This is an optimization exercise on Yosys and OpenROAD, whose aim is small area, not a production implementation.
The RTL was checked by simulation tests, not by an equivalence proof against the original design.
Power figures rest on the tool's default switching activity, not on a simulated workload.

==> flow/design.v <==
module idxfp (
    input             clk,
    input             rst,             
    input             reset_capable,   
    input             poll,
    input      [31:0] now,
    output            busy,
    input             rx_avail,
    input       [7:0] rx_data,
    output            rx_pop,
    output            rdr_rst_n,
    output            ev_read,
    output            ev_remove,
    output     [39:0] ev_tag,
    input             cfg_req,
    input             cfg_we,
    input       [1:0] cfg_addr,
    input      [31:0] cfg_wdata,
    output     [31:0] cfg_rdata
);
    localparam [31:0] WAIT_RESET = 32'd1000;
    localparam E_CHK = 0;
    localparam E_FRM = 1;
    localparam E_HEX = 2;
    localparam E_OVF = 3;
    reg         busy_q;      
    reg  [5:0]  cnt;         
    reg         seen;        
    reg  [31:0] now_q;       
    reg         cy;          
    reg  [7:0]  fb [0:5];
    reg  [3:0]  hold;
    reg  [3:0]  ncnt;
    reg         fd_err;
    reg         in_frame;
    reg         await;       
    reg  [32:0] deadline;
    reg  [39:0] last_tag;    
    reg  [31:0] wait_n;      
    reg  [1:0]  ev_en;
    reg  [3:0]  errstat;
    reg  [1:0]  raddr;       
    wire       is_stx  = (rx_data == 8'h02);
    wire       is_etx  = (rx_data == 8'h03);
    wire       is_pad  = (rx_data == 8'h0D) || (rx_data == 8'h0A);
    wire       is_hexd = (rx_data[7:4] == 4'h3) && (rx_data[3:0] <= 4'h9);
    wire       is_hexl = (rx_data[7:4] == 4'h4) && (rx_data[3:0] != 4'h0) &&
                         (rx_data[3:0] <= 4'h6);
    wire       is_hex  = is_hexd || is_hexl;
    wire       is_inv  = !(is_stx || is_etx || is_pad || is_hex);
    wire [3:0] nib     = is_hexd ? rx_data[3:0] : (rx_data[3:0] + 4'd9);
    wire [7:0] fb_xor  = fb[0] ^ fb[1] ^ fb[2] ^ fb[3] ^ fb[4];
    wire       chk_ok  = (fb_xor == fb[5]);
    wire       drain   = busy_q && (cnt[5:4] == 2'b00);
    wire       last    = cnt[5] && cnt[4];             
    wire       psm     = last && cnt[0];               
    wire       serial  = busy_q && (cnt[5] || cnt[4]) && !psm;
    wire       pop     = drain && rx_avail;
    wire       upd     = seen && reset_capable;        
    wire       a_bit   = (now_q[0] ^ cnt[0]) && !last;
    wire       b_bit   = upd ? (!wait_n[0] && !last) : !deadline[0];
    wire       c_in    = (cnt == 6'd16) ? !upd : cy;
    wire       s_bit   = a_bit ^ b_bit ^ c_in;
    wire       c_out   = (a_bit & b_bit) | (a_bit & c_in) | (b_bit & c_in);
    wire       ge      = cy;                           
    assign busy      = busy_q;
    assign rx_pop    = pop;
    assign ev_tag    = last_tag;
    assign ev_read   = psm && seen && ev_en[0] && !(reset_capable && await);
    assign ev_remove = psm && !seen && await && ge && ev_en[1];
    assign rdr_rst_n = !(psm && upd);
    assign cfg_rdata = (raddr == 2'd0) ? ~wait_n :
                       (raddr == 2'd1) ? {30'd0, ev_en} :
                       (raddr == 2'd2) ? {28'd0, errstat} : 32'd0;
    wire       fb_wr   = pop && is_hex && !fd_err && (ncnt != 4'd12) && ncnt[0];
    wire [7:0] fb_d    = rst ? 8'd0 : {hold, nib};
    integer i;
    always @(posedge clk)
        for (i = 0; i < 6; i = i + 1)
            if (rst || (fb_wr && ncnt[3:1] == i))
                fb[i] <= fb_d;
    always @(posedge clk) begin
        raddr <= cfg_addr;
        now_q <= poll ? {now[15:0], now[31:16]} : ~{now_q[0], now_q[31:1]};
        cnt   <= busy_q ? cnt + 6'd1 : 6'd0;
        if (serial) begin
            cy       <= c_out;
            deadline <= {upd ? s_bit : deadline[0], deadline[32:1]};
            if (!last)
                wait_n <= {wait_n[0], wait_n[31:1]};
        end
        if (rst) begin
            busy_q      <= 1'b0;
            fd_err      <= 1'b1;
            in_frame    <= 1'b0;
            await       <= 1'b0;
            wait_n      <= ~WAIT_RESET;
            ev_en       <= 2'd0;
            errstat     <= 4'd0;
        end else if (!busy_q) begin
            if (poll) begin
                seen   <= 1'b0;
                busy_q <= 1'b1;
            end else if (cfg_req && cfg_we) begin
                case (cfg_addr)
                2'd0: wait_n  <= ~cfg_wdata;
                2'd1: ev_en   <= cfg_wdata[1:0];
                2'd2: errstat <= errstat & ~cfg_wdata[3:0];
                default: ;
                endcase
            end
        end else if (pop) begin
            if (is_stx) begin
                if (in_frame)
                    errstat[E_FRM] <= 1'b1;
                ncnt     <= 4'd0;
                fd_err   <= 1'b0;
                in_frame <= 1'b1;
            end else if (is_etx) begin
                if (!fd_err) begin
                    if (chk_ok) begin
                        seen     <= 1'b1;
                        last_tag <= {fb[0], fb[1], fb[2], fb[3], fb[4]};
                    end else if (in_frame) begin
                        errstat[E_CHK] <= 1'b1;
                    end
                end
                in_frame <= 1'b0;
            end else if (is_hex) begin
                if (!fd_err) begin
                    if (ncnt == 4'd12) begin
                        fd_err <= 1'b1;
                        if (in_frame)
                            errstat[E_OVF] <= 1'b1;
                    end else if (!ncnt[0]) begin
                        hold <= nib;
                        ncnt <= ncnt + 4'd1;
                    end else begin
                        ncnt <= ncnt + 4'd1;
                    end
                end
            end else if (is_inv) begin
                if (!fd_err) begin
                    fd_err <= 1'b1;
                    if (in_frame)
                        errstat[E_HEX] <= 1'b1;
                end
            end
        end else if (psm) begin
            busy_q <= 1'b0;
            await  <= seen ? reset_capable : (await && !ge);
        end
    end
endmodule
clock: 8.0 ns
lec_check: 0
cap_margin: 20
core_margin: 2
core_utilization: 40
slew_margin: 20
run.sh (not shown) runs the stock make flow with config.mk's settings and CLKGATE_MAP_FILE= SYNTH_SCRIPT=/design/flow/synth_recipe.tcl, a recipe that flattens the netlist after the stock synthesis.
==> next run, changes <==
--- a/flow/design.v
+++ b/flow/design.v
@@ -33,13 +33,13 @@
     reg  [3:0]  ncnt;
     reg         fd_err;
     reg         in_frame;
     reg         await;       
     reg  [32:0] deadline;
     reg  [39:0] last_tag;    
-    reg  [31:0] wait_n;      
+    reg  [31:0] wait_r;
     reg  [1:0]  ev_en;
     reg  [3:0]  errstat;
     reg  [1:0]  raddr;       
     wire       is_stx  = (rx_data == 8'h02);
     wire       is_etx  = (rx_data == 8'h03);
     wire       is_pad  = (rx_data == 8'h0D) || (rx_data == 8'h0A);
@@ -54,59 +54,55 @@
     wire       drain   = busy_q && (cnt[5:4] == 2'b00);
     wire       last    = cnt[5] && cnt[4];             
     wire       psm     = last && cnt[0];               
     wire       serial  = busy_q && (cnt[5] || cnt[4]) && !psm;
     wire       pop     = drain && rx_avail;
     wire       upd     = seen && reset_capable;        
-    wire       a_bit   = (now_q[0] ^ cnt[0]) && !last;
-    wire       b_bit   = upd ? (!wait_n[0] && !last) : !deadline[0];
+    wire       a_bit   = now_q[0] && !last;
+    wire       b_bit   = upd ? (wait_r[0] && !last) : !deadline[0];
     wire       c_in    = (cnt == 6'd16) ? !upd : cy;
     wire       s_bit   = a_bit ^ b_bit ^ c_in;
     wire       c_out   = (a_bit & b_bit) | (a_bit & c_in) | (b_bit & c_in);
     wire       ge      = cy;                           
     assign busy      = busy_q;
     assign rx_pop    = pop;
     assign ev_tag    = last_tag;
     assign ev_read   = psm && seen && ev_en[0] && !(reset_capable && await);
     assign ev_remove = psm && !seen && await && ge && ev_en[1];
     assign rdr_rst_n = !(psm && upd);
-    assign cfg_rdata = (raddr == 2'd0) ? ~wait_n :
+    assign cfg_rdata = (raddr == 2'd0) ? wait_r :
                        (raddr == 2'd1) ? {30'd0, ev_en} :
                        (raddr == 2'd2) ? {28'd0, errstat} : 32'd0;
-    wire       fb_wr   = pop && is_hex && !fd_err && (ncnt != 4'd12) && ncnt[0];
-    wire [7:0] fb_d    = rst ? 8'd0 : {hold, nib};
     integer i;
-    always @(posedge clk)
-        for (i = 0; i < 6; i = i + 1)
-            if (rst || (fb_wr && ncnt[3:1] == i))
-                fb[i] <= fb_d;
     always @(posedge clk) begin
         raddr <= cfg_addr;
-        now_q <= poll ? {now[15:0], now[31:16]} : ~{now_q[0], now_q[31:1]};
+        now_q <= poll ? {now[15:0], now[31:16]} : {now_q[0], now_q[31:1]};
         cnt   <= busy_q ? cnt + 6'd1 : 6'd0;
         if (serial) begin
             cy       <= c_out;
             deadline <= {upd ? s_bit : deadline[0], deadline[32:1]};
             if (!last)
-                wait_n <= {wait_n[0], wait_n[31:1]};
+                wait_r <= {wait_r[0], wait_r[31:1]};
         end
         if (rst) begin
             busy_q      <= 1'b0;
+            for (i = 0; i < 6; i = i + 1)
+                fb[i] <= 8'd0;
             fd_err      <= 1'b1;
             in_frame    <= 1'b0;
             await       <= 1'b0;
-            wait_n      <= ~WAIT_RESET;
+            wait_r      <= WAIT_RESET;
             ev_en       <= 2'd0;
             errstat     <= 4'd0;
         end else if (!busy_q) begin
             if (poll) begin
                 seen   <= 1'b0;
                 busy_q <= 1'b1;
             end else if (cfg_req && cfg_we) begin
                 case (cfg_addr)
-                2'd0: wait_n  <= ~cfg_wdata;
+                2'd0: wait_r  <= cfg_wdata;
                 2'd1: ev_en   <= cfg_wdata[1:0];
                 2'd2: errstat <= errstat & ~cfg_wdata[3:0];
                 default: ;
                 endcase
             end
         end else if (pop) begin
@@ -133,12 +129,13 @@
                         if (in_frame)
                             errstat[E_OVF] <= 1'b1;
                     end else if (!ncnt[0]) begin
                         hold <= nib;
                         ncnt <= ncnt + 4'd1;
                     end else begin
+                        fb[ncnt[3:1]] <= {hold, nib};
                         ncnt <= ncnt + 4'd1;
                     end
                 end
             end else if (is_inv) begin
                 if (!fd_err) begin
                     fd_err <= 1'b1;
After rerunning: The changed run passed the timing, DRC and antenna checks; worst hold slack gets better by 0.014 ns; non-clock buffer count stays the same; final area goes up by about 4%; register-to-register slack gets better by 0.31 ns; cell count stays flat; fmax grows by about 0.7%; global-route usage came out lower by 0.47 points; combinational power goes down by about 13%; critical path depth rises by 1; wire length came out higher by about 4.3%.

port drivers added, routing unchanged:
Ports are ideal in the flow. The routed layouts listed here were re-timed in OpenROAD. Step 1 sets driving cells, clkbuf_16 on the clock port and buf_2 on the other inputs (assumed; they add their load-dependent delay and slew). Step 2 times the ports against the registers' clock, not the clock port: input delays grow and output delays shrink by t, the midpoint of the rising clock arrivals with the driver on. Three values: ideal, step 1, step 2; two values: the first two.
run	shift t [ns]	setup slack, ns	worst setup path at the end	worst register clock-pin slew, ns
the first run	0.537	3.326 / 3.273 / 3.081	input to register	0.06 / 0.06
the second run	0.538	3.356 / 3.302 / 3.071	input to register	0.06 / 0.06
After both steps setup and hold are still met in every run listed. The setup slack of the second run, which loses most, moves by -0.054 ns with the drivers and by -0.285 ns with both steps.
